Source: an optimization exercise on an open RTL-to-GDS flow (aim: small area, a short achievable clock period and few clock cycles). Production flows keep margins and buffers that such runs may drop.
The RTL was checked by simulation tests, not by an equivalence proof against the original design.
Power is estimated from default activity; no workload was simulated.

==> run.sh <==
#!/bin/bash
# synth_recipe.tcl (not shown) runs the flow's synth.tcl, then flattens the netlist and writes it again
# the make line also repeats each setting of config.mk as NAME=value (left out here)
make -C /OpenROAD-flow-scripts/flow DESIGN_CONFIG=/design/flow/config.mk WORK_HOME=/design/flow/orfs CLKGATE_MAP_FILE= SYNTH_SCRIPT=/design/flow/synth_recipe.tcl finish
==> config.mk <==
export PLATFORM = sky130hd
export DESIGN_NAME = gbn_sender
export DESIGN_NICKNAME = gbn_sender
export VERILOG_FILES = /design/flow/design.v
export SDC_FILE = /design/flow/constraint.sdc
export NUM_CORES = 4
export LEC_CHECK = 0
export CAP_MARGIN = 20
export CORE_MARGIN = 2
export CORE_UTILIZATION = 40
export SLEW_MARGIN = 20
export SYNTH_MEMORY_MAX_BITS = 8192
==> constraint.sdc <==
create_clock -name core_clock -period 10.0 [get_ports {clk}]
set_input_delay 2.0000 -clock core_clock [delete_from_list [all_inputs] [get_ports {clk}]]
set_output_delay 2.0000 -clock core_clock [all_outputs]
set_load 0.01 [all_outputs]
==> design.v <==
module gbn_sender (
    input  wire       clk,
    input  wire       rst,         
    input  wire       in_valid,
    output wire       in_ready,
    input  wire [1:0] in_op,       
    input  wire [7:0] in_data,
    input  wire       in_last,     
    output wire       tx_valid,
    input  wire       tx_ready,
    output wire [7:0] tx_data,
    output wire       tx_last      
);
    localparam [6:0] MAXPAY = 7'd60;
    localparam [6:0] M      = 7'd127;
    localparam [3:0] W      = 4'd6;
    localparam [3:0] NSLOT  = 4'd8;
    localparam [1:0] OP_SUBMIT  = 2'd0;
    localparam [1:0] OP_ACK     = 2'd1;
    localparam [1:0] OP_TIMEOUT = 2'd2;
    localparam [1:0] OP_EXPIRE  = 2'd3;
    localparam [1:0] S_IN    = 2'd0;   
    localparam [1:0] S_ADMIT = 2'd1;   
    localparam [1:0] S_TX    = 2'd2;   
    reg [7:0]  pay     [0:511];
    reg [5:0]  hdr_len [0:7];
    reg [6:0]  hdr_seq [0:7];
    reg [15:0] hdr_cks [0:7];
    reg [2:0] head;
    reg [3:0] win_cnt;
    reg [3:0] buf_cnt;
    reg [6:0] next_seq;
    reg [6:0] last_ack;
    reg       tmr_armed;
    reg [1:0] state;
    reg [5:0]  frag_len;    
    reg [15:0] frag_sum;    
    reg [5:0]  ack_idx;     
    reg [15:0] ack_sum;
    reg [7:0]  ack_seq;
    reg [15:0] ack_cks;
    reg [2:0] tx_slot;
    reg [5:0] tx_off;
    reg       tx_retx;      
    reg [3:0] tx_left;      
    wire [2:0] tail = head + win_cnt[2:0] + buf_cnt[2:0];
    wire beat = in_valid && in_ready;
    wire [15:0] frag_add  = frag_len[0] ? {8'h00, in_data} : {in_data, 8'h00};
    wire [16:0] frag_raw  = {1'b0, frag_sum} + {1'b0, frag_add};
    wire [15:0] frag_fold = frag_raw[16] ? (frag_raw[15:0] + 16'd1) : frag_raw[15:0];
    wire [5:0]  chunk_len = frag_len + 6'd1;
    wire        chunk_end = (chunk_len == MAXPAY[5:0]) || in_last;
    wire [16:0] seed_raw  = {1'b0, frag_fold} + {1'b0, 2'b00, chunk_len, 1'b0, next_seq};
    wire [15:0] seed_fold = seed_raw[16] ? (seed_raw[15:0] + 16'd1) : seed_raw[15:0];
    wire [15:0] chunk_cks = ~seed_fold;
    wire [15:0] ack_add  = ack_idx[0] ? {8'h00, in_data} : {in_data, 8'h00};
    wire        ack_skip = (ack_idx == 6'd2) || (ack_idx == 6'd3);
    wire [16:0] ack_raw  = {1'b0, ack_sum} + {1'b0, ack_add};
    wire [15:0] ack_fold = ack_skip ? ack_sum :
                           (ack_raw[16] ? (ack_raw[15:0] + 16'd1) : ack_raw[15:0]);
    wire       ack_ok    = (~ack_fold == ack_cks);
    wire [7:0] ack       = ack_seq;
    wire       ack_range = (ack < {1'b0, M});
    wire [7:0] la8       = {1'b0, last_ack};
    wire [8:0] guard_sum = {1'b0, la8} + {2'b00, M} - {1'b0, ack};
    wire       ack_guard = (ack > la8) && (guard_sum <= {5'd0, W});
    wire [7:0] gap       = (ack >= la8) ? (ack - la8) : (ack + {1'b0, M} - la8);
    wire       ack_cum   = ack_ok && ack_range && !ack_guard &&
                           (gap != 8'd0) && (gap <= {4'd0, W});
    reg [7:0] tx_byte;
    wire [5:0] tx_k = tx_off - 6'd4;
    always @(*) begin
        case (tx_off)
            6'd0:    tx_byte = {2'b00, hdr_len[tx_slot]};
            6'd1:    tx_byte = {1'b0, hdr_seq[tx_slot]};
            6'd2:    tx_byte = hdr_cks[tx_slot][15:8];
            6'd3:    tx_byte = hdr_cks[tx_slot][7:0];
            default: tx_byte = (tx_k < hdr_len[tx_slot]) ? pay[{tx_slot, tx_k}] : 8'h00;
        endcase
    end
    assign in_ready = (state == S_IN);
    assign tx_valid = (state == S_TX);
    assign tx_data  = tx_byte;
    assign tx_last  = (tx_off == 6'd63);
    always @(posedge clk) begin
        if (beat && in_op == OP_SUBMIT) begin
            pay[{tail, frag_len}] <= in_data;
            if (chunk_end) begin
                hdr_len[tail] <= chunk_len;
                hdr_seq[tail] <= next_seq;
                hdr_cks[tail] <= chunk_cks;
            end
        end
    end
    always @(posedge clk) begin
        if (rst) begin
            state     <= S_IN;
            head      <= 3'd0;
            win_cnt   <= 4'd0;
            buf_cnt   <= 4'd0;
            next_seq  <= 7'd0;
            last_ack  <= M - 7'd1;
            tmr_armed <= 1'b0;
            frag_len  <= 6'd0;
            frag_sum  <= 16'd0;
            ack_idx   <= 6'd0;
            ack_sum   <= 16'd0;
            ack_seq   <= 8'd0;
            ack_cks   <= 16'd0;
            tx_slot   <= 3'd0;
            tx_off    <= 6'd0;
            tx_retx   <= 1'b0;
            tx_left   <= 4'd0;
        end else begin
            case (state)
            S_IN: if (beat) begin
                case (in_op)
                OP_SUBMIT: begin
                    if (chunk_end) begin
                        frag_len <= 6'd0;
                        frag_sum <= 16'd0;
                        next_seq <= (next_seq == M - 7'd1) ? 7'd0 : next_seq + 7'd1;
                        buf_cnt  <= buf_cnt + 4'd1;
                        state    <= S_ADMIT;
                    end else begin
                        frag_len <= chunk_len;
                        frag_sum <= frag_fold;
                    end
                end
                OP_ACK: begin
                    if (ack_idx == 6'd1) ack_seq <= in_data;
                    if (ack_idx == 6'd2) ack_cks[15:8] <= in_data;
                    if (ack_idx == 6'd3) ack_cks[7:0] <= in_data;
                    ack_sum <= ack_fold;
                    ack_idx <= ack_idx + 6'd1;
                    if (ack_idx == 6'd63) begin
                        ack_sum <= 16'd0;
                        if (ack_cum) begin
                            head     <= head + gap[2:0];
                            win_cnt  <= win_cnt - gap[3:0];
                            last_ack <= ack[6:0];
                        end
                        state <= S_ADMIT;
                    end
                end
                OP_TIMEOUT, OP_EXPIRE: begin
                    if (in_op == OP_EXPIRE) tmr_armed <= 1'b0;
                    if ((in_op == OP_TIMEOUT || tmr_armed) && win_cnt != 4'd0) begin
                        tx_slot <= head;
                        tx_off  <= 6'd0;
                        tx_retx <= 1'b1;
                        tx_left <= win_cnt - 4'd1;
                        state   <= S_TX;
                    end
                end
                endcase
            end
            S_ADMIT: begin
                if (win_cnt < W && buf_cnt != 4'd0) begin
                    tx_slot <= head + win_cnt[2:0];
                    tx_off  <= 6'd0;
                    tx_retx <= 1'b0;
                    win_cnt <= win_cnt + 4'd1;
                    buf_cnt <= buf_cnt - 4'd1;
                    state   <= S_TX;
                end else begin
                    state <= S_IN;
                end
            end
            S_TX: if (tx_ready) begin
                tx_off <= tx_off + 6'd1;
                if (tx_off == 6'd63) begin
                    tmr_armed <= 1'b1;    
                    if (!tx_retx) begin
                        state <= S_ADMIT;
                    end else if (tx_left != 4'd0) begin
                        tx_slot <= tx_slot + 3'd1;
                        tx_left <= tx_left - 4'd1;
                    end else begin
                        state <= S_IN;
                    end
                end
            end
            default: state <= S_IN;
            endcase
        end
    end
endmodule
==> out/qor.csv <==
metric,value,unit
endpoint class of the critical path,primary output,
Critical Path AT,6.73,ns
Syn. warnings,1,
sw power,9680,uW
largest net degree at the start of global routing,182,
DRC,0,
initial core utilization,0.401,
die height,669,microns
internal power,31600,uW
CP max FO,32,
Mapped Cells,8158,
most used cell along the critical path,mux4_2,
Seq pwr share,0.498,
root buffer cell,clkbuf_16,
Synth Flop Type,edfxtp_1,
Resized cells post-CTS,0,
fmax,115,MHz
Syn-to-layout area delta,12.5,%
Post-CTS Hold Buffers,0,
CTS tree,done,
Combinational Power Share,0.110,
max_cap viols,0,
PwrDens,208,nW/um^2
Mapped Area,177000,sq um
Worst Path Required,8.00,ns
Max Transition Viols Final,0,
final hold violation count,0,
Core Area,441000,sq um
dominant cells by area after synthesis,"edfxtp_1, mux4_2, nor2_1",
syn nets,8294,
Slew HR,0.0809,
worst skew pair latency,1.00,ns
fin cells,14600,
Buf/Inv on CP,4,
H-Tree Depth,5,
Worst Clk Skew,0.0688,ns
gr ovfl total,0,
Via density,5.72,
Nets,8468,
multi-input logic area,42900,sq um
Routed Antenna Nets,0,
routed len/inst,29.6,microns
Die X,669,microns
total design power,41300,uW
peak supply drop,0.151,mV
Reg area,132000,sq um
GRT Overall Usage,0.191,
IO buf count,25,
Setup TNS,0,ns
"CP delay by family, top",multiplexers,
Placer Congestion,0.827,
initial antenna violation count,23,
CP max stage cell,dfxtp_4,
row count,244,
leakage power,0.0595,uW
RSZ-0062 raised after global routing,no,
IO Count,26,
# placed instances,13800,
Net Sw Frac,0.234,
Netlist cell types,95,
clock tree sinks,4441,
HPWL after DPL,259000,microns
WL final,433000,microns
"Seq/Total Area, Yosys",0.748,
layout cells sized above 1,0.265,
clock network power share,0.392,
"EDFF count, synth",4328,
Synth Register Bits,4441,
Worst Tran Pin Value,1.38,ns
number of global-route vias before repair,84900,
CP peak stage delay,0.75,ns
Max clock buf depth,4,
initial DRC count,9695,
Mean Syn Cell Area,21.7,sq um
share of the synthesized area in the top cell type,0.735,
routed via count,83600,
"CTS clk-pin slew, worst paths",0.06,ns
synth cell count leaders,"edfxtp_1, mux4_2, nor2_1, clkbuf_1, nand2_1",
most frequent cell after synthesis,edfxtp_1,
status,finished clean,
Hold Crit Class,reg -> reg,
first-pass GRT wire length,623000,microns
"Cell Chain, Critical Path",inv_1 -> ha_1 -> xor2_4 -> buf_12 -> buf_12 -> mux4_2 -> mux4_2 -> mux4_2 -> mux2_2 -> a211o_1 -> clkdlybuf4s50_1,
Die ar.,448000,sq um
fin crit share,0.873,
post-CTS setup buffer count,0,
Synth area leader,edfxtp_1,
asr flop ratio synth,0,
WS Path Type,reg -> out,
FILL cells,36500,
Final setup viols,0,
TritonCTS Buffers,431,
startpoint types,flop,
First-pass DRT Iterations,6,
post-layout min period,8.73,ns
placed cells by master (no fill, tap or decap), types with 25 or more instances in the layout:
cell	instances
and2_1	27
clkbuf_1	86
clkinv_2	83
inv_1	86
nor2b_1	25
bufinv_16	44
edfxtp_1	4328
xor2_1	49
nand2_1	164
xnor2_1	64
mux4_2	1418
a21oi_1	96
ha_1	105
nand3_1	56
dfxtp_1	107
a22oi_1	30
buf_4	121
nor2_1	644
o21ai_0	56
clkinv_1	101
mux2i_1	43
nor3_1	33
buf_12	41
clkbuf_16	436
layer usage:
layer / routed length, microns / up-vias / GRT usage
met1: 181000 / 45500 / 0.270
met2: 214000 / 3115 / 0.315
li1: - / 34500 / -
met5: 41 / - / 0
met4: 9650 / 6 / 0.0410
met3: 28700 / 507 / 0.0292
power groups by stage:
| stage | Clock [uW] | Combinational, uW | Sequential (uW) |
|---|---|---|---|
| 6_report | 16200 | 4550 | 20600 |
| 5_1_grt | 17100 | 4820 | 20600 |
| 2_1_floorplan | 0 | 2900 | 20900 |
| 3_3_place_gp | 0 | 4540 | 21000 |
| 4_1_cts | 16500 | 4620 | 20600 |
| 3_5_place_dp | 0 | 4610 | 21000 |
flip-flops by register name, indices dropped and copies added (netlist names), named ones only:
register / flops
pay: 4096
hdr_cks: 128
hdr_seq: 56
hdr_len: 48
ack_cks: 16
ack_sum: 16
frag_sum: 16
ack_seq: 8
last_ack: 7
next_seq: 7
ack_idx: 6
frag_len: 6
tx_off: 6
buf_cnt: 4
tx_left: 4
win_cnt: 4
head: 3
tx_slot: 3
state: 2
tmr_armed: 1
tx_retx: 1
path summary, 6_finish.rpt:
kind,startpoint,endpoint,slack [ns],cells after the start
setup / recovery,tx_off[2],tx_data[5],1.27,11
hold / removal,tx_left[3],tx_left[3],0.47,2
setup reg to reg,frag_len[0],hdr_cks[0][13],3.07,27
hold reg to reg,tx_left[3],tx_left[3],0.47,2
per-stage QoR:
| step | hold WS (ns) | setup slack (ns) | util | cell area, sq um |
|---|---|---|---|---|
| floorplan | 0.436 | 2.87 | - | 177000 |
| finish | 0.468 | 1.27 | 0.451 | 199000 |
| global route | 0.471 | 1.12 | 0.451 | 199000 |
| detailed placement | 0.453 | 1.49 | 0.419 | 185000 |
| global placement | 0.443 | 1.41 | 0.419 | 185000 |
| CTS | 0.468 | 1.15 | 0.451 | 199000 |
layout make-up:
class                      count  share of cell area
sequential                  4441               0.664
multi-input combinational   3178               0.215
clock buffer                 525              0.0566
tap                         5904              0.0371
clock inverter               278              0.0139
timing repair buffer         194              0.0108
inverter                      86             0.00162
antenna                        5           0.0000629
tightest hold or removal path: cells and delay by family, from the launching register on:
| kind | cells | cell delay [ns] |
|---|---|---|
| AND/OR/NAND/NOR | 1 | 0.06 |
| AO/OA/AOI/OAI | 1 | 0.05 |
| flip-flops | 1 | 0.31 |
cell families (layout without fill, tap and decap cells):
family	count (synthesis)	after routing	share of synthesized area
AO/OA/AOI/OAI	366	366	0.0142
XOR/XNOR	120	120	0.00630
flip-flops	4441	4441	0.748
other	0	5	0
adder cells (fa/ha/maj)	121	121	0.00920
multiplexers	1476	1476	0.184
buffers and inverters	539	1083	0.0115
AND/OR/NAND/NOR	1095	1095	0.0272
Testbench counts, summed over its fixed seeds: cycles 434,709.

-- re-timing with driven ports --
In the flow no input, the clock included, has a driving cell. The finished layout below was timed again as built, in two steps. Step 1, drivers: a clkbuf_16 drives clk and a buf_2 each remaining input, both assumed. Step 2 also shifts input and output timing later by t, the mid clock arrival at the registers, as if the neighbouring blocks saw the same clock. a / b / c = no drivers / after step 1 / after step 2; a / b = the first two.
shift t [ns]: 1.081
setup slack, ns: 1.274 / 1.157 / 1.268
cell pins on the clock port's net: 1
After both steps setup and hold are still met in this run. The setup slack of this run moves by -0.117 ns with the drivers and by -0.006 ns with both steps.
